What follows belongs to an exercise in optimizing a design on an open flow for small area; a production flow would make more cautious choices.
RTL that was checked went through simulation tests only; none was proved equivalent to the original.
The RTL of runs 1 to 3 was laid out without a check of its function.

==> flow/config.mk <==
export PLATFORM = sky130hd
export DESIGN_NAME = bjt_cpu
export DESIGN_NICKNAME = bjt_cpu
export VERILOG_FILES = /design/flow/design.v
export SDC_FILE = /design/flow/constraint.sdc
export NUM_CORES = 4
export LEC_CHECK = 0
export CAP_MARGIN = 20
export CORE_MARGIN = 2
export CORE_UTILIZATION = 40
export SLEW_MARGIN = 20
==> flow/constraint.sdc <==
create_clock -name core_clock -period 7.0 [get_ports {clk}]
set_input_delay 1.4000 -clock core_clock [delete_from_list [all_inputs] [get_ports {clk}]]
set_output_delay 1.4000 -clock core_clock [all_outputs]
set_load 0.01 [all_outputs]
==> flow/design.v <==
module bjt_cpu (
    input  wire        clk,
    input  wire        rst,         
    output wire [15:0] rom_addr,
    input  wire [7:0]  rom_rdata,
    output wire [15:0] ram_addr,
    output wire [7:0]  ram_wdata,
    output reg         ram_we,
    input  wire [7:0]  ram_rdata,
    output wire        halted,
    input  wire [4:0]  dbg_sel,
    output wire [7:0]  dbg_data
);
    reg [15:0] pc;           
    reg [7:0]  ir;           
    reg [7:0]  t;            
    reg [5:0]  st;
    reg        pcall;        
    reg [7:0]  ra, rb, rc, rsp, rbp, rbnk, radr;
    reg        fz, fc, fo, fn;
    localparam [5:0]
        S_F0  = 6'd0,
        S_N1  = 6'd1,    
        S_I1  = 6'd2,    
        S_D1  = 6'd3,    
        S_S1  = 6'd4,    
        S_S2  = 6'd5,
        S_U1  = 6'd6,    
        S_U2  = 6'd7,
        S_U3  = 6'd8,
        S_O1  = 6'd9,    
        S_O2  = 6'd10,
        S_O3  = 6'd11,
        S_O4  = 6'd12,
        S_A1  = 6'd13,   
        S_A2  = 6'd14,   
        S_A3  = 6'd15,   
        S_A4  = 6'd16,   
        S_K1  = 6'd17,   
        S_K2  = 6'd18,   
        S_X3  = 6'd19,   
        S_Y3  = 6'd20,   
        S_J1  = 6'd21,   
        S_J2  = 6'd22,
        S_C1  = 6'd23,   
        S_P0  = 6'd24,   
        S_L1  = 6'd25,
        S_L2  = 6'd26,
        S_L3  = 6'd27,
        S_L4  = 6'd28,
        S_L5  = 6'd29,
        S_L6  = 6'd30,
        S_L7  = 6'd31,
        S_R1  = 6'd32,   
        S_R2  = 6'd33,
        S_R3  = 6'd34,
        S_R4  = 6'd35,
        S_R5  = 6'd36,
        S_R6  = 6'd37,
        S_R3B = 6'd38,
        S_R4B = 6'd39,
        S_HLT = 6'd63;
    localparam [4:0]
        X_RSP  = 5'h0A,
        X_RBP  = 5'h0B,
        X_RBNK = 5'h0E,
        X_RADR = 5'h0F,
        X_FLG  = 5'h10,
        X_RETH = 5'h11,
        X_RETL = 5'h12,
        X_ROM  = 5'h13,
        X_RAM  = 5'h14;
    assign halted = (st == S_HLT);
    wire [3:0] fam = ir[7:4];
    localparam [1:0] XS_K = 2'd0, XS_A = 2'd1, XS_B = 2'd2, XS_D = 2'd3;
    reg  [1:0] xs;           
    reg  [4:0] xk;           
    reg        use_t, bx, inv;
    reg  [1:0] cs;           
    reg        t_we, res_nand;
    reg        w_en;
    reg  [1:0] ws;           
    reg        ir_we, pc_inc, pc_load;
    reg        stk, romsel;
    reg        flag_we, additive;
    reg  [5:0] nst;
    wire cond = (ir[3:0] == 4'h0) | (ir[3:0] == 4'h2 & fz) |
                (ir[3:0] == 4'h3 & fn) | (ir[3:0] == 4'h4 & fc) |
                (ir[3:0] == 4'h5 & fo);
    always @(*) begin
        xs = XS_K; xk = X_RSP;
        use_t = 1'b0; bx = 1'b1; inv = 1'b0; cs = 2'd0;
        t_we = 1'b0; res_nand = 1'b0;
        w_en = 1'b0; ws = 2'd0;
        ir_we = 1'b0; pc_inc = 1'b0; pc_load = 1'b0;
        ram_we = 1'b0; stk = 1'b0; romsel = 1'b0;
        flag_we = 1'b0; additive = 1'b1;
        nst = S_F0;
        case (st)
        S_F0: begin
            xk = X_ROM; ir_we = 1'b1;
            pc_inc = !(rom_rdata == 8'h00 || rom_rdata == 8'h02);
            case (rom_rdata[7:4])
            4'h0: nst = (rom_rdata[3:0] == 4'h0) ? S_HLT :
                        (rom_rdata[3:0] == 4'h1) ? S_R1 :
                        (rom_rdata[3:0] == 4'h2) ? S_P0 : S_F0;
            4'h1: nst = (rom_rdata[3:0] == 4'h0) ? S_U1 :
                        (rom_rdata[3:0] == 4'h1) ? S_S1 :
                        (rom_rdata[3:0] == 4'h2) ? S_A1 : S_N1;
            4'h2: nst = S_O1;
            4'h3: nst = S_D1;
            4'hA: nst = S_I1;
            4'hC, 4'hD: nst = S_K1;
            4'hE: nst = (rom_rdata[3:0] == 4'h1) ? S_C1 : S_J1;
            4'hF: nst = S_S1;
            default: nst = S_A1;
            endcase
        end
        S_N1: pc_inc = 1'b1;
        S_I1: begin
            xk = X_ROM; w_en = 1'b1; pc_inc = 1'b1;
        end
        S_D1: begin
            romsel = 1'b1; xk = X_ROM; w_en = 1'b1;
        end
        S_S1: begin
            xk = X_RADR; t_we = 1'b1; nst = S_S2;
        end
        S_S2: begin
            if (fam == 4'h1) begin                    
                xs = XS_A; ram_we = 1'b1; pc_inc = 1'b1;
            end else begin                            
                xk = X_RAM; w_en = 1'b1;
            end
        end
        S_U1: begin
            t_we = 1'b1; nst = S_U2;
        end
        S_U2: begin
            xs = XS_A; ram_we = 1'b1; stk = 1'b1;
            use_t = 1'b1; bx = 1'b0; cs = 2'd1; t_we = 1'b1; nst = S_U3;
        end
        S_U3: begin
            use_t = 1'b1; bx = 1'b0; w_en = 1'b1; ws = 2'd1; pc_inc = 1'b1;
        end
        S_O1: begin
            t_we = 1'b1; nst = S_O2;
        end
        S_O2: begin
            use_t = 1'b1; bx = 1'b0; inv = 1'b1; t_we = 1'b1; nst = S_O3;
        end
        S_O3: begin
            use_t = 1'b1; bx = 1'b0; w_en = 1'b1; ws = 2'd1; nst = S_O4;
        end
        S_O4: begin
            stk = 1'b1; xk = X_RAM; w_en = 1'b1;
        end
        S_A1: begin
            xs = XS_A; t_we = 1'b1; nst = S_A2;
        end
        S_A2: begin
            xs = XS_B; use_t = 1'b1;
            case (fam)
            4'h1: begin                               
                inv = 1'b1; cs = 2'd1; t_we = 1'b1; nst = S_A3;
            end
            4'h4: begin t_we = 1'b1; nst = S_A3; end
            4'h5: begin cs = 2'd2; t_we = 1'b1; nst = S_A3; end
            4'h7: begin inv = 1'b1; cs = 2'd1; t_we = 1'b1; nst = S_A3; end
            4'h8: begin inv = 1'b1; cs = 2'd3; t_we = 1'b1; nst = S_A3; end
            4'h6: begin t_we = 1'b1; nst = S_X3; end
            4'h9: begin t_we = 1'b1; nst = S_Y3; end
            default: begin                            
                res_nand = 1'b1; w_en = 1'b1; pc_inc = 1'b1;
            end
            endcase
        end
        S_K1: begin
            xs = XS_A; t_we = 1'b1; pc_inc = 1'b1; nst = S_K2;
        end
        S_K2: begin
            xk = X_ROM; use_t = 1'b1; t_we = 1'b1;
            inv = fam[0]; cs = {1'b0, fam[0]};
            nst = S_A3;
        end
        S_A3: begin
            use_t = 1'b1; inv = 1'b1; cs = 2'd1; flag_we = 1'b1;
            if (fam == 4'h1) begin                    
                xs = XS_A; additive = 1'b0; pc_inc = 1'b1;
            end else begin
                xs = XS_D; nst = S_A4;
            end
        end
        S_A4: begin
            use_t = 1'b1; bx = 1'b0; w_en = 1'b1; pc_inc = 1'b1;
        end
        S_X3: begin
            xs = XS_D; ram_we = 1'b1; pc_inc = 1'b1;
        end
        S_Y3: begin
            xk = X_RAM; w_en = 1'b1; pc_inc = 1'b1;
        end
        S_J1: begin
            pc_inc = 1'b1;
            if (cond) begin
                xk = X_ROM; ir_we = 1'b1; nst = S_J2;
            end else
                nst = S_N1;
        end
        S_J2: begin
            xk = X_ROM; pc_load = 1'b1;
        end
        S_C1: begin
            xk = X_ROM; ir_we = 1'b1; pc_inc = 1'b1; nst = S_L1;
        end
        S_P0: begin                                   
            xk = X_RBNK; ir_we = 1'b1; nst = S_L1;
        end
        S_L1: begin
            t_we = 1'b1; nst = S_L2;
        end
        S_L2: begin
            xk = X_RBP; ram_we = 1'b1; stk = 1'b1;
            use_t = 1'b1; bx = 1'b0; cs = 2'd1; t_we = 1'b1; nst = S_L3;
        end
        S_L3: begin
            xk = X_RETL; ram_we = 1'b1; stk = 1'b1;
            use_t = 1'b1; bx = 1'b0; cs = 2'd1; t_we = 1'b1; nst = S_L4;
        end
        S_L4: begin
            xk = X_RETH; ram_we = 1'b1; stk = 1'b1;
            use_t = 1'b1; bx = 1'b0; cs = 2'd1; t_we = 1'b1; nst = S_L5;
        end
        S_L5: begin
            use_t = 1'b1; bx = 1'b0; w_en = 1'b1; ws = 2'd1; nst = S_L6;
        end
        S_L6: begin
            use_t = 1'b1; bx = 1'b0; w_en = 1'b1; ws = 2'd2; nst = S_L7;
        end
        S_L7: begin                                   
            xk = pcall ? X_RADR : X_ROM; pc_load = 1'b1;
        end
        S_R1: begin
            xk = X_RBP; t_we = 1'b1; nst = S_R2;
        end
        S_R2: begin
            use_t = 1'b1; bx = 1'b0; inv = 1'b1; t_we = 1'b1; nst = S_R3;
        end
        S_R3: begin                                   
            stk = 1'b1; xk = X_RAM; ir_we = 1'b1; nst = S_R3B;
        end
        S_R3B: begin
            use_t = 1'b1; bx = 1'b0; inv = 1'b1; t_we = 1'b1; nst = S_R4;
        end
        S_R4: begin                                   
            stk = 1'b1; xk = X_RAM; pc_load = 1'b1; nst = S_R4B;
        end
        S_R4B: begin
            use_t = 1'b1; bx = 1'b0; inv = 1'b1; t_we = 1'b1; nst = S_R5;
        end
        S_R5: begin
            stk = 1'b1; xk = X_RAM;
            w_en = 1'b1; ws = 2'd2; nst = S_R6;
        end
        S_R6: begin
            use_t = 1'b1; bx = 1'b0; w_en = 1'b1; ws = 2'd1;
        end
        default: nst = S_HLT;                         
        endcase
    end
    wire [15:0] pc_nx = pc + 16'd1;
    reg [4:0] xidx;
    always @(*) begin
        if (halted)
            xidx = dbg_sel;
        else case (xs)
            XS_A:    xidx = {1'b0, rom_rdata[7:4]};
            XS_B:    xidx = {1'b0, rom_rdata[3:0]};
            XS_D:    xidx = {1'b0, ir[3:0]};
            default: xidx = xk;
        endcase
    end
    reg [7:0] xv;
    always @(*) begin
        case (xidx)
            5'h00:   xv = ra;
            5'h01:   xv = rb;
            5'h02:   xv = rc;
            5'h0A:   xv = rsp;
            5'h0B:   xv = rbp;
            5'h0E:   xv = rbnk;
            5'h0F:   xv = radr;
            5'h10:   xv = {4'h0, fn, fo, fc, fz};
            5'h11:   xv = pc_nx[15:8];
            5'h12:   xv = pc_nx[7:0];
            5'h13:   xv = halted ? 8'h00 : rom_rdata;
            5'h14:   xv = halted ? 8'h00 : ram_rdata;
            default: xv = 8'h00;
        endcase
    end
    wire       cin  = cs[1] ? (fc ^ cs[0]) : cs[0];
    wire [7:0] opa  = t & {8{use_t}};
    wire [7:0] opb  = (xv & {8{bx}}) ^ {8{inv}};
    wire [8:0] sum  = {1'b0, opa} + {1'b0, opb} + {8'd0, cin};
    wire [7:0] res  = res_nand ? ~(t & xv) : sum[7:0];
    assign rom_addr  = romsel ? {rbnk, radr} : pc;
    assign ram_addr  = {rbnk | {8{stk}}, t};
    assign ram_wdata = xv;
    assign dbg_data  = xv;
    reg [3:0] widx;
    always @(*) begin
        case (ws)
            2'd1:    widx = 4'hA;
            2'd2:    widx = 4'hB;
            default: widx = ir[3:0];
        endcase
    end
    wire       wr   = w_en | rst;
    wire [7:0] wval = rst ? 8'h00 : res;
    always @(posedge clk) begin
        if (wr && (rst || widx == 4'h0)) ra   <= wval;
        if (wr && (rst || widx == 4'h1)) rb   <= wval;
        if (wr && (rst || widx == 4'h2)) rc   <= wval;
        if (wr && (rst || widx == 4'hA)) rsp  <= wval;
        if (wr && (rst || widx == 4'hB)) rbp  <= wval;
        if (wr && (rst || widx == 4'hE)) rbnk <= wval;
        if (wr && (rst || widx == 4'hF)) radr <= wval;
    end
    always @(posedge clk) begin
        if (t_we) t <= sum[7:0];
        if (ir_we) ir <= res;
    end
    always @(posedge clk) begin
        if (rst) begin
            st    <= S_F0;
            pc    <= 16'h0000;
            pcall <= 1'b0;
            fz <= 1'b0; fc <= 1'b0; fo <= 1'b0; fn <= 1'b0;
        end else begin
            st <= nst;
            if (pc_load)
                pc <= {ir, res};
            else if (pc_inc)
                pc <= pc_nx;
            if (st == S_F0)
                pcall <= (rom_rdata == 8'h02);
            if (flag_we) begin
                fz <= (t == 8'h00);
                fn <= t[7];
                fo <= t[7] & ~xv[7];
                fc <= additive & ~sum[8];
            end
        end
    end
endmodule
==> flow/run.sh <==
#!/bin/bash
# synth_recipe.tcl (not shown) runs the flow's synth.tcl, then flattens the netlist and writes it again
# the make line also repeats each setting of config.mk as NAME=value (left out here)
make -C /OpenROAD-flow-scripts/flow DESIGN_CONFIG=/design/flow/config.mk WORK_HOME=/design/flow/orfs CLKGATE_MAP_FILE= SYNTH_SCRIPT=/design/flow/synth_recipe.tcl finish
==> summary.md, run 1 <==
| Metric | Value |
|---|---|
| Most common library cells after synthesis | `sky130_fd_sc_hd__nor2_1, sky130_fd_sc_hd__nand2_1, sky130_fd_sc_hd__a21oi_1` |
| Post-synthesis net count | `a little over 900` |
| Number of placement rows | `50` |
| Worst Setup End Kind | `flop` |
| Post-synth top area cell | `sky130_fd_sc_hd__edfxtp_1` |
| Area fraction of the dominant cell type after synthesis | `28.3%` |
| Chip height | `around 140 µm` |
| Unrepaired setup endpoints after global routing | `no` |
| Clock insertion delay at the later pin of the skew report | `0.36 ns` |
| Antenna violations before repair | `0` |
| Most instantiated library cell after synthesis | `sky130_fd_sc_hd__nor2_1` |
| Proportion of layout cells with a drive suffix above 1 | `13.1%` |
| Fin area | `0.00900 mm²` |
| Global placer's final weighted congestion | `0.983` |
| Tmin final | `6.17 ns` |
| Maximum number of buffers from clock root to sink | `2` |
| Post-CTS sizing | `0` |
| Overflow left after global routing | `0` |
| Cell chosen for the clock root | `sky130_fd_sc_hd__clkbuf_16` |
| Average footprint of a synthesized cell | `8.52 µm²` |
| Largest register by flop count | `pc` |
| I/O Buffers | `72` |
| Standard cell area after detailed placement | `a little under 0.009 mm²` |
| Post-synthesis sequential area ratio | `35.3%` |
| Hold path depth | `2` |
| Number of placed I/O pins | `between 70 and 80` |
| Worst path max stage delay | `0.64 ns` |
| Wire length of the first global-routing pass | `41,500 µm` |
| Worst R2R Setup Slack | `about 0.83 ns` |
| Share of synthesized flip-flops with an asynchronous set or reset | `0%` |
| Final worst-path setup slack | `0.835 ns` |
| Netlist area before placement | `between 0.007 and 0.008 mm²` |
| Actual slew at the worst max-slew pin | `1.17 ns` |
| Synthesized flop and latch total | `slightly below 100` |
| Flip-flop count of the largest register after layout | `16` |
| Run status | `no timing/DRC/antenna violations` |
| # Max-Cap Violations | `0` |
| Vias | `7,532` |
| Total negative setup slack | `0 ns` |
| Total setup buffers inserted after CTS | `0` |
| Max transition margin | `22.3%` |
| Cell count after synthesis | `898` |
| Largest delay share family, worst path | `compound AO/OA/AOI/OAI gates` |
| Area growth from synthesis to final layout | `17.7%` |
| Average wire per cell in the routed design | `23.4 µm` |
| Hold-fix buffers, CTS | `0` |
| Post-Route WL | `about 28,000 µm` |
| Reg2Reg Capture Point | `rsp[7]` |
| Crit Reg-Reg Startpoint | `ir[4]` |
| Critical hold path startpoint | `fn` |
| Starting Density | `40.9%` |
| Ratio of final minimum period to clock period | `88.1%` |
| Area contributors post-synth | `sky130_fd_sc_hd__edfxtp_1, sky130_fd_sc_hd__dfxtp_1, sky130_fd_sc_hd__a21oi_1` |
| Worst-path cell chain | `or4b_4, a32oi_2, o21ai_2, o32ai_1, nand3_1, nor2_1, and2_1, o21ai_0, a21oi_1, xnor2_1, fa_1, a21o_1, a21oi_1, o21bai_1, a21oi_1, o21bai_1, a21oi_1, xnor2_1, nor2_1, a31oi_2, nor2b_1, buf_4` |
| Number of iterations in the first detailed-routing pass | `7` |
| Residual DRC count | `0` |
| Crit path kind | `reg -> reg` |
| CP max stage cell | `sky130_fd_sc_hd__o32ai_1` |
| Horiz. Die Dim | `142 µm` |
| WHS Endpoint | `fn` |
| Final count of hold timing violations | `0` |
| Antenna-violating nets left | `0` |
| Clock-pin transition on the worst setup and hold timing paths | `about 0.08 ns` |
| HPWL after detailed placement | `20,900 µm` |
| Number of clock sinks seen by CTS | `99` |
| Yosys Warn Count | `1` |
| Worst slack after detailed placement | `between 0.7 and 0.8 ns` |
| Vias per std cell | `6.31` |
| Register-to-Register Path Depth | `22` |
| Worst Path Max Fanout | `13` |
| Classification of the worst-slack hold path | `reg -> reg` |
| Number of synthesized flops with an enable pin | `72` |
| Number of CTS-inserted buffers | `9` |
| Via count of the first global-routing pass | `6,772` |
| Arrival time of the worst setup path | `6.37 ns` |
| Max-slew violation count | `0` |
| Most common cell on crit path | `sky130_fd_sc_hd__a21oi_1` |
| WP buf/inv | `1` |
| GRT Total Usage | `27.3%` |
| Number of endpoints failing setup at the final stage | `0` |
| Startpoint class of the critical path | `flop` |
| TritonCTS clock tree | `done` |
| Placeable core area | `0.0187 mm²` |
| Number of DRC markers after the initial detailed-route iteration | `791` |
| Main flop type after synthesis | `sky130_fd_sc_hd__edfxtp_1` |
| Depth of the CTS H-tree | `3` |
| Required time reported for the critical path endpoint | `7.21 ns` |
| Max Clock Freq | `162 MHz` |
| Number of nets in the layout | `989` |
| Count of different cell masters after synthesis | `89` |
| Final antenna diode count | `0` |
| Clock Skew | `roughly 0.013 ns` |
| Die Outline Area | `0.0202 mm²` |
| Largest net degree at the start of global routing | `44` |
## layout by cell type (no fill, tap or decap), types with 6 or more instances in the layout
cell and n:
sky130_fd_sc_hd__a211o_1 6, sky130_fd_sc_hd__a211oi_1 9, sky130_fd_sc_hd__a21oi_1 74, sky130_fd_sc_hd__a221oi_1 6, sky130_fd_sc_hd__a311oi_1 6, sky130_fd_sc_hd__a31oi_1 17
sky130_fd_sc_hd__a41oi_1 6, sky130_fd_sc_hd__and3_1 17, sky130_fd_sc_hd__buf_4 45, sky130_fd_sc_hd__clkbuf_16 9, sky130_fd_sc_hd__clkdlybuf4s50_1 72, sky130_fd_sc_hd__dfxtp_1 27
sky130_fd_sc_hd__edfxtp_1 72, sky130_fd_sc_hd__ha_1 9, sky130_fd_sc_hd__inv_1 27, sky130_fd_sc_hd__mux2_2 18, sky130_fd_sc_hd__mux2i_1 25, sky130_fd_sc_hd__nand2_1 93
sky130_fd_sc_hd__nand2b_1 13, sky130_fd_sc_hd__nand3_1 17, sky130_fd_sc_hd__nand3b_1 6, sky130_fd_sc_hd__nor2_1 96, sky130_fd_sc_hd__nor2b_1 18, sky130_fd_sc_hd__nor3_1 17
sky130_fd_sc_hd__nor4_1 9, sky130_fd_sc_hd__o211ai_1 6, sky130_fd_sc_hd__o21ai_0 53, sky130_fd_sc_hd__o22ai_1 12, sky130_fd_sc_hd__o32ai_1 7, sky130_fd_sc_hd__or2_2 10
sky130_fd_sc_hd__or3_1 7, sky130_fd_sc_hd__xnor2_1 22, sky130_fd_sc_hd__xor2_1 12
## metrics by stage
stage	std cells	hold slack [ns]	utilization, %
6_report	1194	0.495	48.1
4_1_cts	1194	0.490	48.1
5_1_grt	1194	0.517	48.1
3_3_place_gp	1178	0.476	46.5
2_1_floorplan	898	0.449	-
3_5_place_dp	1178	0.478	46.5
## area by class of cell
class                           count  area [µm²]
Multi-Input combinational cell    701        4540
Sequential cell                    99        2700
Clock inverter                      7        80.1
Fill cell                        1797        9710
Inverter                           27         101
Clock buffer                        9         225
Timing Repair Buffer              117        1060
Tap cell                          234         293
## worst max path at each step
stage | slack (ns) | startpoint | to | cells past startpoint
finish | 0.83 | ir[4] | rsp[7] | 22
global route | 0.31 | ir[4] | rbp[6] | 23
CTS | 0.92 | ir[4] | rsp[7] | 22
detailed placement | 0.74 | rom_rdata[6] | rbnk[7] | 21
global placement | 0.80 | rom_rdata[6] | ra[7] | 21
floorplan | 1.65 | rom_rdata[5] | ra[6] | 22
## logic make-up after synthesis
logic type                 synth area share (%)
AOI/OAI and AO/OA                          25.1
xor gates and xnor gates                   3.89
adders and majority gates                  2.00
buffers and inverters                      5.63
DFF                                        35.3
muxes                                      6.05
and+or+nand+nor                            22.0
## worst min-delay path: stages (launching register included)
cell and delay, ns:
sky130_fd_sc_hd__dfxtp_1 0.33, sky130_fd_sc_hd__nand2_1 0.06, sky130_fd_sc_hd__a21oi_1 0.06
## layer usage
metal | GRT usage, % | wire length [µm] | up-vias
met1 | 37.9 | 12300 | 3642
met2 | 44.1 | 12900 | 365
li1 | - | - | 3468
met4 | 9.95 | 932 | 0
met5 | 0 | 0 | -
met3 | 3.03 | 1730 | 57
==> run 2: changes to the inputs <==
==> flow/flow/run.sh (new file) <==
#!/bin/bash
# Standard layout, with smaller port buffers and no CTS dummy loads.
set -euo pipefail
export BUFFER_PORTS_ARGS="-buffer_cell sky130_fd_sc_hd__buf_1"
export CTS_ARGS="-sink_clustering_enable -repair_clock_nets -dont_use_dummy_load"
bash standard.sh > standard.log 2>&1
==> flow/standard.sh (new file) <==
#!/bin/bash
# synth_recipe.tcl (not shown) runs the flow's synth.tcl, then flattens the netlist and writes it again
# the make line also repeats each setting of config.mk as NAME=value (left out here)
make -C /OpenROAD-flow-scripts/flow DESIGN_CONFIG=/design/flow/config.mk WORK_HOME=/design/flow/orfs CLKGATE_MAP_FILE= SYNTH_SCRIPT=/design/flow/synth_recipe.tcl "${@:-finish}"
removed: flow/run.sh
==> summary.md, run 2 <==
| Metric | Value |
|---|---|
| Most instantiated library cell after synthesis | `sky130_fd_sc_hd__nor2_1` |
| # Max-Cap Violations | `0 (unchanged)` |
| Register-to-Register Path Depth | `22 (unchanged)` |
| Arrival time of the worst setup path | `6.72 ns (+0.35 ns)` |
| Clock-pin transition on the worst setup and hold timing paths | `0.06 ns (-0.02 ns)` |
| Maximum number of buffers from clock root to sink | `2 (unchanged)` |
| Number of inserted filler cells in the final layout | `1,880 (+4.6%)` |
| Worst path max stage delay | `0.89 ns (+0.25 ns)` |
| Hold-fix buffers, CTS | `0 (unchanged)` |
| Number of nets in the layout | `982 (-0.71%)` |
| TritonCTS clock tree | `done` |
| Number of CTS-inserted buffers | `9 (unchanged)` |
| CP max stage cell | `sky130_fd_sc_hd__dfxtp_1` |
| Classification of the worst-slack hold path | `reg -> reg` |
| Area growth from synthesis to final layout | `10.1%` |
| Run status | `no timing/DRC/antenna violations` |
| Number of iterations in the first detailed-routing pass | `6 (-1)` |
| Overflow left after global routing | `0 (unchanged)` |
| Commonest non-fill, non-tap cell in the layout | `sky130_fd_sc_hd__nor2_1` |
| HPWL after detailed placement | `20,800 µm (-0.78%)` |
| Crit path kind | `reg -> reg` |
| Post-synthesis net count | `932 (unchanged)` |
| Required time reported for the critical path endpoint | `7.20 ns (about the same)` |
| Most common library cells after synthesis | `sky130_fd_sc_hd__nor2_1, sky130_fd_sc_hd__nand2_1, sky130_fd_sc_hd__a21oi_1` |
| Average wire per cell in the routed design | `23.4 µm (+0.12%)` |
| Cell count after synthesis | `898 (unchanged)` |
| Flip-flop count of the largest register after layout | `16 (unchanged)` |
| Largest register by flop count | `pc` |
| Number of DRC markers after the initial detailed-route iteration | `760 (-3.9%)` |
| GRT Total Usage | `27.2% (-0.098 points)` |
| Residual DRC count | `0 (unchanged)` |
| Final antenna diode count | `0 (unchanged)` |
| Vias | `7,330 (-2.7%)` |
| Starting Density | `40.9% (unchanged)` |
| Total setup buffers inserted after CTS | `0 (unchanged)` |
| Post-CTS sizing | `0 (unchanged)` |
| Area contributors post-synth | `sky130_fd_sc_hd__edfxtp_1, sky130_fd_sc_hd__dfxtp_1, sky130_fd_sc_hd__a21oi_1` |
| Antenna-violating nets left | `0 (unchanged)` |
| Max Clock Freq | `153 MHz (-5.4%)` |
| Yosys Warn Count | `1 (unchanged)` |
| Number of clock sinks seen by CTS | `99 (unchanged)` |
| Synthesized flop and latch total | `99 (unchanged)` |
| I/O Buffers | `72 (unchanged)` |
| Area fraction of the dominant cell type after synthesis | `28.3% (unchanged)` |
| Number of placement rows | `50 (unchanged)` |
| Total negative setup slack | `0 ns (unchanged)` |
| Worst Path Max Fanout | `23 (+10)` |
| Actual slew at the worst max-slew pin | `1.09 ns (-0.0744 ns)` |
| Total area of multi-input combinational cells | `0.00454 mm² (about the same)` |
| Worst-path cell chain | `nor4bb_1, a32oi_2, o21ai_2, o32ai_1, nand3_1, nor2_1, and2_1, o21ai_0, a21oi_1, xnor2_1, fa_1, a21o_1, a21oi_1, o21bai_1, a21oi_1, o21bai_1, a21oi_1, xnor2_1, nor2_1, a31oi_2, nor2b_1, buf_4` |
| Post-synth top area cell | `sky130_fd_sc_hd__edfxtp_1` |
| Hold path depth | `2 (unchanged)` |
| Placeable core area | `0.0187 mm² (unchanged)` |
| Number of synthesized flops with an enable pin | `72 (unchanged)` |
| Depth of the CTS H-tree | `3 (unchanged)` |
| Final count of hold timing violations | `0 (unchanged)` |
| Commonest non-fill, non-tap cells in the layout | `sky130_fd_sc_hd__nor2_1, sky130_fd_sc_hd__nand2_1, sky130_fd_sc_hd__a21oi_1, sky130_fd_sc_hd__edfxtp_1, sky130_fd_sc_hd__buf_1` |
| Largest net degree at the start of global routing | `45 (+2.3%)` |
| Max transition margin | `26.3% (+4.0 points)` |
| Proportion of layout cells with a drive suffix above 1 | `12.1% (-1.1 points)` |
| Count of different cell masters after synthesis | `89 (unchanged)` |
| Unrepaired setup endpoints after global routing | `no` |
| Main flop type after synthesis | `sky130_fd_sc_hd__edfxtp_1` |
| Tmin final | `6.52 ns (+0.352 ns)` |
| Most common cell on crit path | `sky130_fd_sc_hd__a21oi_1` |
| Vias per std cell | `6.21 (-1.5%)` |
| Wire length of the first global-routing pass | `41,600 µm (+0.23%)` |
| Number of endpoints failing setup at the final stage | `0 (unchanged)` |
| Netlist area before placement | `0.00765 mm² (unchanged)` |
| Fin Hold WS | `0.500 ns (+0.00473 ns)` |
| Antenna violations before repair | `0 (unchanged)` |
| Number of placed I/O pins | `73 (unchanged)` |
| Startpoint class of the critical path | `flop` |
| Max-slew violation count | `0 (unchanged)` |
| Cell chosen for the clock root | `sky130_fd_sc_hd__clkbuf_16` |
| Die Outline Area | `0.0202 mm² (unchanged)` |
| Post-Route WL | `27,600 µm (-1.1%)` |
| Worst Setup End Kind | `flop` |
| Final cell utilization of the core | `45.0% (-3.1 points)` |
| Average footprint of a synthesized cell | `8.52 µm² (unchanged)` |
| Post-synthesis sequential area ratio | `35.3% (unchanged)` |
| Chip height | `142 µm (unchanged)` |
| Ratio of final minimum period to clock period | `93.1% (+5.0 points)` |
| Clock insertion delay at the later pin of the skew report | `0.36 ns (about the same)` |
| Via count of the first global-routing pass | `6,707 (-0.96%)` |
| Global placer's final weighted congestion | `0.969 (-1.5%)` |
| Sequential cell area | `0.00270 mm² (unchanged)` |
| Clock Skew | `0.0247 ns (+0.0113 ns)` |
| Horiz. Die Dim | `142 µm (unchanged)` |
| Share of synthesized flip-flops with an asynchronous set or reset | `0% (unchanged)` |
-- run 2: path summary, 6_finish.rpt --
kind / from / end / slack, ns
setup / recovery: st[1] / radr[7] / 0.48
hold / removal: fn / fn / 0.50
setup reg to reg: st[1] / radr[7] / 0.48
hold reg to reg: fn / fn / 0.50
-- run 2: routing by layer --
metal / vias to the layer above / track usage, % / routed length [µm]
met5: - / 0 / 0
met4: 0 / 7.74 / 829
met3: 49 / 3.50 / 1760
met2: 357 / 44.9 / 13000
met1: 3497 / 37.5 / 12000
li1: 3427 / - / -
-- run 2: logic make-up (layout without fill, tap and decap cells) --
| group | after synthesis | in the layout | synth area share, % |
|---|---|---|---|
| xor gates and xnor gates | 34 | 34 | 3.89 |
| DFF | 99 | 99 | 35.3 |
| and+or+nand+nor | 337 | 337 | 22.0 |
| buffers and inverters | 98 | 146 | 5.63 |
| AOI/OAI and AO/OA | 275 | 275 | 25.1 |
| muxes | 44 | 44 | 6.05 |
| adders and majority gates | 11 | 11 | 2.00 |
-- run 2: area by class of cell --
type                            count  area share, %
Clock buffer                        9           2.67
Inverter                           27           1.20
Multi-Input combinational cell    701           53.9
Sequential cell                    99           32.1
Tap cell                          234           3.48
Timing Repair Buffer              110           6.61
-- run 2: stage by stage --
step                      worst slack [ns]  instance area [µm²]  std cells
after floorplan                       1.65                 7650        898
after global placement               0.847                 8190       1171
after detailed placement             0.728                 8190       1171
after CTS                            0.704                 8410       1180
after global routing                 0.187                 8420       1180
final                                0.482                 8420       1180
-- run 2: critical path: cells and delay by family, from the launching register on --
family	cells	cell delay, ns
simple gates	6	1.63
fa+ha+maj	1	0.45
xor+xnor	2	0.32
compound gates	12	2.88
flops	1	0.89
buf+inv	1	0.17
==> run 3: changes to the inputs <==
--- a/flow/design.v
+++ b/flow/design.v
@@ -270,3 +270,9 @@
     end
-    wire [15:0] pc_nx = pc + 16'd1;
+    wire [15:0] pc_cy;
+    assign pc_cy[0] = 1'b1;
+    genvar gi;
+    generate for (gi = 1; gi < 16; gi = gi + 1) begin : g_inc
+        assign pc_cy[gi] = pc_cy[gi-1] & pc[gi-1];
+    end endgenerate
+    wire [15:0] pc_nx = pc ^ pc_cy;
     reg [4:0] xidx;
--- a/flow/config.mk
+++ b/flow/config.mk
@@ -10,2 +10,3 @@
 export CORE_UTILIZATION = 40
+export GPL_TIMING_DRIVEN = 0
 export SLEW_MARGIN = 20
==> summary.md, run 3 <==
| Metric | Value |
|---|---|
| Run status | `no timing/DRC/antenna violations` |
| Number of placed I/O pins | `73 (unchanged)` |
| Wire length of the first global-routing pass | `43,100 µm (+3.6%)` |
| Horiz. Die Dim | `141 µm (-1.1%)` |
| Worst Setup End Kind | `flop` |
| Most common cell on crit path | `sky130_fd_sc_hd__nor2_1` |
| Worst Path Max Fanout | `9 (-61%)` |
| Hold-fix buffers, CTS | `0 (unchanged)` |
| Depth of the CTS H-tree | `3 (unchanged)` |
| HPWL after detailed placement | `22,200 µm (+6.8%)` |
| Ratio of final minimum period to clock period | `94.2% (+1.1 points)` |
| Max Clock Freq | `152 MHz (-1.1%)` |
| Share of synthesized flip-flops with an asynchronous set or reset | `0% (unchanged)` |
| CP max stage cell | `sky130_fd_sc_hd__or4b_4` |
| Largest net degree at the start of global routing | `19 (-58%)` |
| Number of DRC markers after the initial detailed-route iteration | `958 (+26%)` |
| Flip-flop count of the largest register after layout | `16 (unchanged)` |
| Worst slack after detailed placement | `-0.415 ns (-1.14 ns)` |
| Area growth from synthesis to final layout | `11.1%` |
| Actual slew at the worst max-slew pin | `1.07 ns (-0.0181 ns)` |
| Clock-pin transition on the worst setup and hold timing paths | `0.06 ns (about the same)` |
| Post-synthesis net count | `901 (-3.3%)` |
| Number of placement rows | `49 (-2.0%)` |
| # Max-Cap Violations | `0 (unchanged)` |
| Arrival time of the worst setup path | `6.68 ns (-0.04 ns)` |
| Average footprint of a synthesized cell | `8.75 µm² (+2.7%)` |
| Number of nets in the layout | `984 (+0.20%)` |
| Proportion of layout cells with a drive suffix above 1 | `9.95% (-2.1 points)` |
| Max-slew violation count | `0 (unchanged)` |
| Number of synthesized flops with an enable pin | `72 (unchanged)` |
| GRT Total Usage | `28.7% (+1.5 points)` |
| Via count of the first global-routing pass | `6,982 (+4.1%)` |
| Worst path max stage delay | `0.57 ns (-0.32 ns)` |
| Total negative setup slack | `0 ns (unchanged)` |
| Count of different cell masters after synthesis | `97 (+9.0%)` |
| Overflow left after global routing | `0 (unchanged)` |
| Maximum number of buffers from clock root to sink | `2 (unchanged)` |
| Final cell utilization of the core | `45.8% (+0.76 points)` |
| Chip height | `141 µm (-1.1%)` |
| Most common library cells after synthesis | `sky130_fd_sc_hd__nor2_1, sky130_fd_sc_hd__nand2_1, sky130_fd_sc_hd__edfxtp_1` |
| Tmin final | `6.59 ns (+0.0746 ns)` |
| Global placer's final weighted congestion | `0.950 (-1.9%)` |
| Number of inserted filler cells in the final layout | `1,831 (-2.6%)` |
| Clock Skew | `0.0240 ns (-0.000694 ns)` |
| Antenna violations before repair | `1 (+1)` |
| Worst-path cell chain | `clkbuf_1, inv_1, or3_1, mux2i_4, nor2_8, mux2i_1, o22ai_1, or4b_4, nand2_1, xor2_1, fa_1, fa_1, a21oi_1, nor2_1, nor2_1, o21bai_1, a21oi_1, xnor2_1, nor2_1, a311oi_4` |
| Die Outline Area | `0.0198 mm² (-2.2%)` |
| Area fraction of the dominant cell type after synthesis | `28.9% (+0.66 points)` |
| Crit path kind | `in -> reg` |
| Antenna-violating nets left | `0 (unchanged)` |
| Number of clock sinks seen by CTS | `99 (unchanged)` |
| Post-synthesis sequential area ratio | `36.2% (+0.83 points)` |
| Unrepaired setup endpoints after global routing | `no` |
| Vias | `7,482 (+2.1%)` |
| Number of iterations in the first detailed-routing pass | `7 (+1)` |
| Number of endpoints failing setup at the final stage | `0 (unchanged)` |
| Placeable core area | `0.0181 mm² (-3.0%)` |
| Final worst-path setup slack | `0.408 ns (-0.0746 ns)` |
| TritonCTS clock tree | `done` |
| Final antenna diode count | `0 (unchanged)` |
| Post-synth top area cell | `sky130_fd_sc_hd__edfxtp_1` |
| Main flop type after synthesis | `sky130_fd_sc_hd__edfxtp_1` |
| Residual DRC count | `0 (unchanged)` |
| Clock insertion delay at the later pin of the skew report | `0.36 ns (about the same)` |
| Commonest non-fill, non-tap cells in the layout | `sky130_fd_sc_hd__nor2_1, sky130_fd_sc_hd__buf_1, sky130_fd_sc_hd__nand2_1, sky130_fd_sc_hd__edfxtp_1, sky130_fd_sc_hd__a21oi_1` |
| Max transition margin | `27.9% (+1.6 points)` |
| Netlist area before placement | `0.00747 mm² (-2.3%)` |
| Area contributors post-synth | `sky130_fd_sc_hd__edfxtp_1, sky130_fd_sc_hd__dfxtp_1, sky130_fd_sc_hd__a21oi_1` |
| Most instantiated library cell after synthesis | `sky130_fd_sc_hd__nor2_1` |
| Cell chosen for the clock root | `sky130_fd_sc_hd__clkbuf_16` |
| Cell count after synthesis | `854 (-4.9%)` |
| Commonest non-fill, non-tap cell in the layout | `sky130_fd_sc_hd__nor2_1` |
| Final count of hold timing violations | `0 (unchanged)` |
| Largest register by flop count | `pc` |
| I/O Buffers | `70 (-2.8%)` |
| Vias per std cell | `6.43 (+3.5%)` |
| Classification of the worst-slack hold path | `reg -> reg` |
| Post-Route WL | `28,600 µm (+3.7%)` |
| Average wire per cell in the routed design | `24.6 µm (+5.1%)` |
| Starting Density | `41.2% (+0.29 points)` |
| Yosys Warn Count | `1 (unchanged)` |
| Number of CTS-inserted buffers | `9 (unchanged)` |
| Fin area | `0.00831 mm² (-1.4%)` |
| Standard cell area after detailed placement | `0.00802 mm² (-2.0%)` |
| Synthesized flop and latch total | `99 (unchanged)` |
| Startpoint class of the critical path | `input port` |
| Required time reported for the critical path endpoint | `7.09 ns (-0.11 ns)` |
run 3: cells by family (layout without fill, tap and decap cells):
logic type               count (synthesis)  in the layout  share of synthesized area, %
multiplexers                            34             34                          5.07
AO/OA/AOI/OAI                          249            249                          22.1
adder cells (fa/ha/maj)                 25             25                          4.35
AND/OR/NAND/NOR                        346            346                          24.8
buffers and inverters                   80            161                          5.02
XOR/XNOR                                21             21                          2.46
flip-flops                              99             99                          36.2
run 3: repair_timing:
action                                  4_1_cts  5_1_grt
gates resized for setup                       1        5
pin swaps                                     0        1
endpoints found under the setup margin        7       16
setup buffers                                 0        2
run 3: final cells by class:
| cell class | count | area [µm²] | share of cell area, % |
|---|---|---|---|
| sequential | 99 | 2700 | 32.5 |
| buffer | 65 | 319 | 3.84 |
| tap | 229 | 287 | 3.45 |
| clock buffer | 9 | 225 | 2.71 |
| inverter | 15 | 56.3 | 0.678 |
| multi-input combinational | 675 | 4440 | 53.4 |
| timing repair buffer | 72 | 278 | 3.34 |
run 3: per-layer routing:
| layer | routed length, µm | vias to the layer above | GRT usage (%) |
|---|---|---|---|
| li1 | - | 3376 | - |
| met1 | 12100 | 3616 | 38.4 |
| met2 | 13000 | 405 | 46.7 |
| met3 | 2380 | 83 | 5.43 |
| met4 | 1180 | 2 | 9.95 |
| met5 | 13 | - | 0 |
run 3: critical path: cells and delay by family:
kind / cells / cell delay (ns)
simple gates: 7 / 1.72
compound gates: 5 / 1.13
fa+ha+maj: 2 / 0.92
mux: 2 / 0.62
buf+inv: 2 / 0.57
xor+xnor: 2 / 0.29
run 3: metrics by stage:
| stage | hold WS (ns) | std cells |
|---|---|---|
| 2_1_floorplan | 0.441 | 854 |
| 3_3_place_gp | 0.475 | 1153 |
| 3_5_place_dp | 0.476 | 1153 |
| 4_1_cts | 0.484 | 1162 |
| 5_1_grt | 0.514 | 1164 |
| 6_report | 0.486 | 1164 |
run 3: final timing paths:
check,from,endpoint,slack [ns],depth (start not counted)
max reg2reg,st[3],rsp[7],0.53,24
min,pc[7],pc[7],0.49,2
max,rom_rdata[6],rbp[6],0.41,20
min reg2reg,pc[7],pc[7],0.49,2
==> run 4: changes to the inputs <==
--- a/flow/design.v
+++ b/flow/design.v
@@ -59,4 +59,2 @@
         S_R6  = 6'd37,
-        S_R3B = 6'd38,
-        S_R4B = 6'd39,
         S_HLT = 6'd63;
@@ -79,3 +77,3 @@
     reg  [1:0] cs;           
-    reg        t_we, res_nand;
+    reg        res_nand;
     reg        w_en;
@@ -91,4 +89,4 @@
         xs = XS_K; xk = X_RSP;
-        use_t = 1'b0; bx = 1'b1; inv = 1'b0; cs = 2'd0;
-        t_we = 1'b0; res_nand = 1'b0;
+        use_t = 1'b1; bx = 1'b0; inv = 1'b0; cs = 2'd0;    
+        res_nand = 1'b0;
         w_en = 1'b0; ws = 2'd0;
@@ -119,10 +117,10 @@
         S_N1: pc_inc = 1'b1;
-        S_I1: begin
-            xk = X_ROM; w_en = 1'b1; pc_inc = 1'b1;
+        S_I1: begin                                   
+            xk = X_ROM; use_t = 1'b0; bx = 1'b1; w_en = 1'b1; pc_inc = 1'b1;
         end
-        S_D1: begin
-            romsel = 1'b1; xk = X_ROM; w_en = 1'b1;
+        S_D1: begin                                   
+            romsel = 1'b1; xk = X_ROM; use_t = 1'b0; bx = 1'b1; w_en = 1'b1;
         end
-        S_S1: begin
-            xk = X_RADR; t_we = 1'b1; nst = S_S2;
+        S_S1: begin                                   
+            xk = X_RADR; use_t = 1'b0; bx = 1'b1; nst = S_S2;
         end
@@ -132,42 +130,39 @@
             end else begin                            
-                xk = X_RAM; w_en = 1'b1;
+                xk = X_RAM; use_t = 1'b0; bx = 1'b1; w_en = 1'b1;
             end
         end
-        S_U1: begin
-            t_we = 1'b1; nst = S_U2;
+        S_U1: begin                                   
+            use_t = 1'b0; bx = 1'b1; nst = S_U2;
         end
-        S_U2: begin
-            xs = XS_A; ram_we = 1'b1; stk = 1'b1;
-            use_t = 1'b1; bx = 1'b0; cs = 2'd1; t_we = 1'b1; nst = S_U3;
+        S_U2: begin                                   
+            xs = XS_A; ram_we = 1'b1; stk = 1'b1; cs = 2'd1; nst = S_U3;
         end
-        S_U3: begin
-            use_t = 1'b1; bx = 1'b0; w_en = 1'b1; ws = 2'd1; pc_inc = 1'b1;
+        S_U3: begin                                   
+            w_en = 1'b1; ws = 2'd1; pc_inc = 1'b1;
         end
-        S_O1: begin
-            t_we = 1'b1; nst = S_O2;
+        S_O1: begin                                   
+            use_t = 1'b0; bx = 1'b1; nst = S_O2;
         end
-        S_O2: begin
-            use_t = 1'b1; bx = 1'b0; inv = 1'b1; t_we = 1'b1; nst = S_O3;
+        S_O2: begin                                   
+            inv = 1'b1; nst = S_O3;
         end
-        S_O3: begin
-            use_t = 1'b1; bx = 1'b0; w_en = 1'b1; ws = 2'd1; nst = S_O4;
+        S_O3: begin                                   
+            w_en = 1'b1; ws = 2'd1; nst = S_O4;
         end
-        S_O4: begin
-            stk = 1'b1; xk = X_RAM; w_en = 1'b1;
+        S_O4: begin                                   
+            stk = 1'b1; xk = X_RAM; use_t = 1'b0; bx = 1'b1; w_en = 1'b1;
         end
-        S_A1: begin
-            xs = XS_A; t_we = 1'b1; nst = S_A2;
+        S_A1: begin                                   
+            xs = XS_A; use_t = 1'b0; bx = 1'b1; nst = S_A2;
         end
         S_A2: begin
-            xs = XS_B; use_t = 1'b1;
+            xs = XS_B; bx = 1'b1;
             case (fam)
-            4'h1: begin                               
-                inv = 1'b1; cs = 2'd1; t_we = 1'b1; nst = S_A3;
-            end
-            4'h4: begin t_we = 1'b1; nst = S_A3; end
-            4'h5: begin cs = 2'd2; t_we = 1'b1; nst = S_A3; end
-            4'h7: begin inv = 1'b1; cs = 2'd1; t_we = 1'b1; nst = S_A3; end
-            4'h8: begin inv = 1'b1; cs = 2'd3; t_we = 1'b1; nst = S_A3; end
-            4'h6: begin t_we = 1'b1; nst = S_X3; end
-            4'h9: begin t_we = 1'b1; nst = S_Y3; end
+            4'h1: begin inv = 1'b1; cs = 2'd1; nst = S_A3; end    
+            4'h4: nst = S_A3;
+            4'h5: begin cs = 2'd2; nst = S_A3; end
+            4'h7: begin inv = 1'b1; cs = 2'd1; nst = S_A3; end
+            4'h8: begin inv = 1'b1; cs = 2'd3; nst = S_A3; end
+            4'h6: nst = S_X3;
+            4'h9: nst = S_Y3;
             default: begin                            
@@ -177,7 +172,7 @@
         end
-        S_K1: begin
-            xs = XS_A; t_we = 1'b1; pc_inc = 1'b1; nst = S_K2;
+        S_K1: begin                                   
+            xs = XS_A; use_t = 1'b0; bx = 1'b1; pc_inc = 1'b1; nst = S_K2;
         end
-        S_K2: begin
-            xk = X_ROM; use_t = 1'b1; t_we = 1'b1;
+        S_K2: begin                                   
+            xk = X_ROM; bx = 1'b1;
             inv = fam[0]; cs = {1'b0, fam[0]};
@@ -185,4 +180,4 @@
         end
-        S_A3: begin
-            use_t = 1'b1; inv = 1'b1; cs = 2'd1; flag_we = 1'b1;
+        S_A3: begin                                   
+            bx = 1'b1; inv = 1'b1; cs = 2'd1; flag_we = 1'b1;
             if (fam == 4'h1) begin                    
@@ -193,10 +188,10 @@
         end
-        S_A4: begin
-            use_t = 1'b1; bx = 1'b0; w_en = 1'b1; pc_inc = 1'b1;
+        S_A4: begin                                   
+            xs = XS_D; bx = 1'b1; w_en = 1'b1; pc_inc = 1'b1;
         end
-        S_X3: begin
+        S_X3: begin                                   
             xs = XS_D; ram_we = 1'b1; pc_inc = 1'b1;
         end
-        S_Y3: begin
-            xk = X_RAM; w_en = 1'b1; pc_inc = 1'b1;
+        S_Y3: begin                                   
+            xk = X_RAM; use_t = 1'b0; bx = 1'b1; w_en = 1'b1; pc_inc = 1'b1;
         end
@@ -204,3 +199,3 @@
             pc_inc = 1'b1;
-            if (cond) begin
+            if (cond) begin                           
                 xk = X_ROM; ir_we = 1'b1; nst = S_J2;
@@ -209,6 +204,6 @@
         end
-        S_J2: begin
+        S_J2: begin                                   
             xk = X_ROM; pc_load = 1'b1;
         end
-        S_C1: begin
+        S_C1: begin                                   
             xk = X_ROM; ir_we = 1'b1; pc_inc = 1'b1; nst = S_L1;
@@ -218,22 +213,19 @@
         end
-        S_L1: begin
-            t_we = 1'b1; nst = S_L2;
+        S_L1: begin                                   
+            use_t = 1'b0; bx = 1'b1; nst = S_L2;
         end
         S_L2: begin
-            xk = X_RBP; ram_we = 1'b1; stk = 1'b1;
-            use_t = 1'b1; bx = 1'b0; cs = 2'd1; t_we = 1'b1; nst = S_L3;
+            xk = X_RBP; ram_we = 1'b1; stk = 1'b1; cs = 2'd1; nst = S_L3;
         end
         S_L3: begin
-            xk = X_RETL; ram_we = 1'b1; stk = 1'b1;
-            use_t = 1'b1; bx = 1'b0; cs = 2'd1; t_we = 1'b1; nst = S_L4;
+            xk = X_RETL; ram_we = 1'b1; stk = 1'b1; cs = 2'd1; nst = S_L4;
         end
         S_L4: begin
-            xk = X_RETH; ram_we = 1'b1; stk = 1'b1;
-            use_t = 1'b1; bx = 1'b0; cs = 2'd1; t_we = 1'b1; nst = S_L5;
+            xk = X_RETH; ram_we = 1'b1; stk = 1'b1; cs = 2'd1; nst = S_L5;
         end
-        S_L5: begin
-            use_t = 1'b1; bx = 1'b0; w_en = 1'b1; ws = 2'd1; nst = S_L6;
+        S_L5: begin                                   
+            w_en = 1'b1; ws = 2'd1; nst = S_L6;
         end
-        S_L6: begin
-            use_t = 1'b1; bx = 1'b0; w_en = 1'b1; ws = 2'd2; nst = S_L7;
+        S_L6: begin                                   
+            w_en = 1'b1; ws = 2'd2; nst = S_L7;
         end
@@ -242,26 +234,20 @@
         end
-        S_R1: begin
-            xk = X_RBP; t_we = 1'b1; nst = S_R2;
+        S_R1: begin                                   
+            xk = X_RBP; use_t = 1'b0; bx = 1'b1; nst = S_R2;
         end
-        S_R2: begin
-            use_t = 1'b1; bx = 1'b0; inv = 1'b1; t_we = 1'b1; nst = S_R3;
+        S_R2: begin                                   
+            inv = 1'b1; nst = S_R3;
         end
         S_R3: begin                                   
-            stk = 1'b1; xk = X_RAM; ir_we = 1'b1; nst = S_R3B;
-        end
-        S_R3B: begin
-            use_t = 1'b1; bx = 1'b0; inv = 1'b1; t_we = 1'b1; nst = S_R4;
+            stk = 1'b1; xk = X_RAM; ir_we = 1'b1; inv = 1'b1; nst = S_R4;
         end
         S_R4: begin                                   
-            stk = 1'b1; xk = X_RAM; pc_load = 1'b1; nst = S_R4B;
-        end
-        S_R4B: begin
-            use_t = 1'b1; bx = 1'b0; inv = 1'b1; t_we = 1'b1; nst = S_R5;
+            stk = 1'b1; xk = X_RAM; pc_load = 1'b1; inv = 1'b1; nst = S_R5;
         end
-        S_R5: begin
-            stk = 1'b1; xk = X_RAM;
-            w_en = 1'b1; ws = 2'd2; nst = S_R6;
+        S_R5: begin                                   
+            w_en = 1'b1; ws = 2'd1; nst = S_R6;
         end
-        S_R6: begin
-            use_t = 1'b1; bx = 1'b0; w_en = 1'b1; ws = 2'd1;
+        S_R6: begin                                   
+            stk = 1'b1; xk = X_RAM; use_t = 1'b0; bx = 1'b1;
+            w_en = 1'b1; ws = 2'd2;
         end
@@ -335,4 +321,4 @@
     always @(posedge clk) begin
-        if (t_we) t <= sum[7:0];
-        if (ir_we) ir <= res;
+        t <= sum[7:0];
+        if (ir_we) ir <= xv;
     end
@@ -347,3 +333,3 @@
             if (pc_load)
-                pc <= {ir, res};
+                pc <= {ir, xv};
             else if (pc_inc)
--- a/flow/config.mk
+++ b/flow/config.mk
@@ -7,2 +7,3 @@
 export LEC_CHECK = 0
+export ABC_AREA = 1
 export CAP_MARGIN = 20
==> summary.md, run 4 <==
| Metric | Value |
|---|---|
| Final count of hold timing violations | `0 (unchanged)` |
| Final worst-path setup slack | `1.02 ns (+0.614 ns)` |
| Unrepaired setup endpoints after global routing | `no` |
| Post-Route WL | `25,200 µm (-12%)` |
| GRT Total Usage | `27.7% (-0.99 points)` |
| TritonCTS clock tree | `done` |
| Worst Path Max Fanout | `9 (unchanged)` |
| HPWL after detailed placement | `20,000 µm (-9.7%)` |
| Share of the synthesized area in compound gates (AO/OA/AOI/OAI) | `9.22% (-13 points)` |
| Post-synthesis sequential area ratio | `37.4% (+1.2 points)` |
| Non-filler cells in the finished layout | `1,268 (+8.9%)` |
| Clock Skew | `0.0148 ns (-0.00926 ns)` |
| Post-CTS sizing | `0 (-1)` |
| Crit path kind | `in -> reg` |
| Antenna violations before repair | `0 (-1)` |
| Clock-pin transition on the worst setup and hold timing paths | `0.06 ns (about the same)` |
| Worst path max stage delay | `0.86 ns (+0.29 ns)` |
| Antenna-violating nets left | `0 (unchanged)` |
| Largest net degree at the start of global routing | `19 (unchanged)` |
| WP buf/inv | `4 (+2)` |
| Number of synthesized flops with an enable pin | `64 (-11%)` |
| Number of placement rows | `48 (-2.0%)` |
| Main flop type after synthesis | `sky130_fd_sc_hd__edfxtp_1` |
| Number of DRC markers after the initial detailed-route iteration | `746 (-22%)` |
| Share of synthesized flip-flops with an asynchronous set or reset | `0% (unchanged)` |
| Die Outline Area | `0.0186 mm² (-5.9%)` |
| Synthesized flop and latch total | `99 (unchanged)` |
| Commonest non-fill, non-tap cell in the layout | `sky130_fd_sc_hd__nand2_1` |
| Via count of the first global-routing pass | `6,542 (-6.3%)` |
| Total setup buffers inserted after CTS | `0 (unchanged)` |
| CP max stage cell | `sky130_fd_sc_hd__a31oi_1` |
| Area growth from synthesis to final layout | `11.1% (about the same)` |
| Worst slack after detailed placement | `0.779 ns (+1.19 ns)` |
| Post-synthesis net count | `1,009 (+12%)` |
| Number of nets in the layout | `1,092 (+11%)` |
| Area contributors post-synth | `sky130_fd_sc_hd__edfxtp_1, sky130_fd_sc_hd__nand2_1, sky130_fd_sc_hd__dfxtp_1` |
| Largest register by flop count | `pc` |
| Run status | `no timing/DRC/antenna violations` |
| Wire length of the first global-routing pass | `38,100 µm (-12%)` |
| Netlist area before placement | `0.00702 mm² (-6.1%)` |
| Horiz. Die Dim | `136 µm (-3.0%)` |
| Combinational family with the most area after synthesis | `simple AND/OR/NAND/NOR gates` |
| Total instance count after detailed placement | `1,259 (+9.2%)` |
| Number of iterations in the first detailed-routing pass | `6 (-1)` |
| Post-synth top area cell | `sky130_fd_sc_hd__edfxtp_1` |
| Residual DRC count | `0 (unchanged)` |
| Clock insertion delay at the later pin of the skew report | `0.35 ns (about the same)` |
| Tmin final | `5.98 ns (-0.614 ns)` |
| Global placer's final weighted congestion | `0.954 (+0.36%)` |
| Yosys Warn Count | `1 (unchanged)` |
| Most instantiated library cell after synthesis | `sky130_fd_sc_hd__nand2_1` |
| Average wire per cell in the routed design | `19.9 µm (-19%)` |
| Fin area | `0.00780 mm² (-6.1%)` |
| Number of clock sinks seen by CTS | `99 (unchanged)` |
| Vias per std cell | `5.61 (-13%)` |
| Final antenna diode count | `0 (unchanged)` |
| I/O Buffers | `72 (+2.9%)` |
| Max transition margin | `24.1% (-3.8 points)` |
| Chip height | `136 µm (-3.0%)` |
| Average footprint of a synthesized cell | `7.30 µm² (-17%)` |
| Standard cell area after detailed placement | `0.00757 mm² (-5.6%)` |
| Count of different cell masters after synthesis | `42 (-57%)` |
| Number of inserted filler cells in the final layout | `1,826 (-0.27%)` |
| Number of CTS-inserted buffers | `9 (unchanged)` |
| Required time reported for the critical path endpoint | `6.99 ns (-0.10 ns)` |
| Area fraction of the dominant cell type after synthesis | `27.4% (-1.6 points)` |
| Max-slew violation count | `0 (unchanged)` |
| Arithmetic-cell share of the synthesized area counting full adders, half adders and majority gates | `4.49% (+0.14 points)` |
| Cell count after synthesis | `962 (+13%)` |
| Most common library cells after synthesis | `sky130_fd_sc_hd__nand2_1, sky130_fd_sc_hd__nand3_1, sky130_fd_sc_hd__nor2_1` |
| Starting Density | `40.7% (-0.46 points)` |
| Multiplexer fraction of the synthesized cell area | `0.963% (-4.1 points)` |
| Placeable core area | `0.0172 mm² (-5.0%)` |
| Simple-gate portion of the synthesized area | `37.0% (+12 points)` |
| Total negative setup slack | `0 ns (unchanged)` |
| Flip-flop count of the largest register after layout | `16 (unchanged)` |
| Ratio of final minimum period to clock period | `85.4% (-8.8 points)` |
| Arrival time of the worst setup path | `5.97 ns (-0.71 ns)` |
| Worst Setup End Kind | `flop` |
| Number of placed I/O pins | `73 (unchanged)` |
| Number of endpoints failing setup at the final stage | `0 (unchanged)` |
| Commonest non-fill, non-tap cells in the layout | `sky130_fd_sc_hd__nand2_1, sky130_fd_sc_hd__nor2_1, sky130_fd_sc_hd__nand3_1, sky130_fd_sc_hd__inv_1, sky130_fd_sc_hd__buf_1` |
| Proportion of layout cells with a drive suffix above 1 | `9.78% (-0.17 points)` |
| Overflow left after global routing | `0 (unchanged)` |
| Max Clock Freq | `167 MHz (+10%)` |
| Startpoint class of the critical path | `input port` |
| Maximum number of buffers from clock root to sink | `2 (unchanged)` |
| Actual slew at the worst max-slew pin | `1.13 ns (+0.0604 ns)` |
| Depth of the CTS H-tree | `3 (unchanged)` |
| Xor/xnor share of the synthesized area | `1.75% (-0.71 points)` |
| Cell chosen for the clock root | `sky130_fd_sc_hd__clkbuf_16` |
| Worst-path cell chain | `buf_1, inv_1, nor2_1, a21oi_1, nand4_2, nor2_4, nand3_1, o21ai_0, nor2_1, nand3_2, nand3_1, nand2_1, fa_1, inv_1, fa_1, nand3_1, nand2_1, a21oi_1, inv_1, a21oi_1, xor2_1, o21ai_0, a31oi_1` |
| Hold-fix buffers, CTS | `0 (unchanged)` |
| # Max-Cap Violations | `0 (unchanged)` |
| Vias | `7,109 (-5.0%)` |
| Largest delay share family, worst path | `compound AO/OA/AOI/OAI gates` |
| Classification of the worst-slack hold path | `reg -> reg` |
## run 4: worst paths after layout
path         cells past startpoint         start  slack, ns      end
min                              2            fo       0.50       fo
max                             23  rom_rdata[0]       1.02  rbnk[6]
min reg2reg                      2            fo       0.50       fo
max reg2reg                     24         pc[0]       1.04  rbnk[6]
## run 4: worst min-delay path, stage by stage, from the launching register on
cell                      delay, ns
sky130_fd_sc_hd__dfxtp_1       0.33
sky130_fd_sc_hd__nand2_1       0.07
sky130_fd_sc_hd__a21oi_1       0.06
## run 4: metrics by stage
step | hold WS, ns | utilization, %
2_1_floorplan | 0.458 | -
3_3_place_gp | 0.484 | 43.9
3_5_place_dp | 0.489 | 43.9
4_1_cts | 0.498 | 45.2
5_1_grt | 0.522 | 45.2
6_report | 0.498 | 45.2
## run 4: cells by family (layout without fill, tap and decap cells)
group | after synthesis | after routing
fa+ha+maj | 24 | 24
compound gates | 117 | 117
buf+inv | 150 | 231
simple gates | 552 | 552
flops | 99 | 99
mux | 6 | 6
xor+xnor | 14 | 14
## run 4: final cells by class
class / count / area (µm²) / share of cell area (%)
buffer: 31 / 203 / 2.60
multi-input combinational: 713 / 3750 / 48.1
timing repair buffer: 72 / 270 / 3.47
inverter: 119 / 447 / 5.73
tap: 225 / 282 / 3.61
clock buffer: 9 / 225 / 2.89
sequential: 99 / 2620 / 33.6
## run 4: layer usage
layer  global-route usage (%)  wire [µm]  part of all wire, %
met1                     38.4      11100                   44
met2                     43.7      11500                   46
met3                     4.36       1770                  7.0
met4                     9.78        826                  3.3
met5                        0          0                    0

[afterwards: timing with drivers on the ports]
In the flow no input, the clock included, has a driving cell. The finished layouts below were timed again as built, in two steps.
Step 1, drivers: a clkbuf_16 drives clk and a buf_2 each remaining input, both assumed.
Step 2, shift: input delay + t, output delay - t, t = (earliest + latest rising clock arrival at the registers) / 2. This alone moves slack from input paths to output paths.
Slacks: no drivers / after step 1 / after step 2; pairs: no drivers / after step 1.
run | t, ns | slack for setup (ns) | worst setup path at the end | pins driven straight from the clock port
run 1 | 0.399 | 0.835 / 0.835 / 0.632 | input to register | 1
run 2 | 0.391 | 0.482 / 0.482 / 0.482 | register to register | 1
run 3 | 0.389 | 0.408 / 0.421 / 0.032 | input to register | 1
run 4 | 0.390 | 1.022 / 1.036 / 0.655 | input to register | 1
After both steps every run listed still meets setup and hold. The setup slack of run 3, which loses most, moves by +0.013 ns with the drivers and by -0.376 ns with both steps.
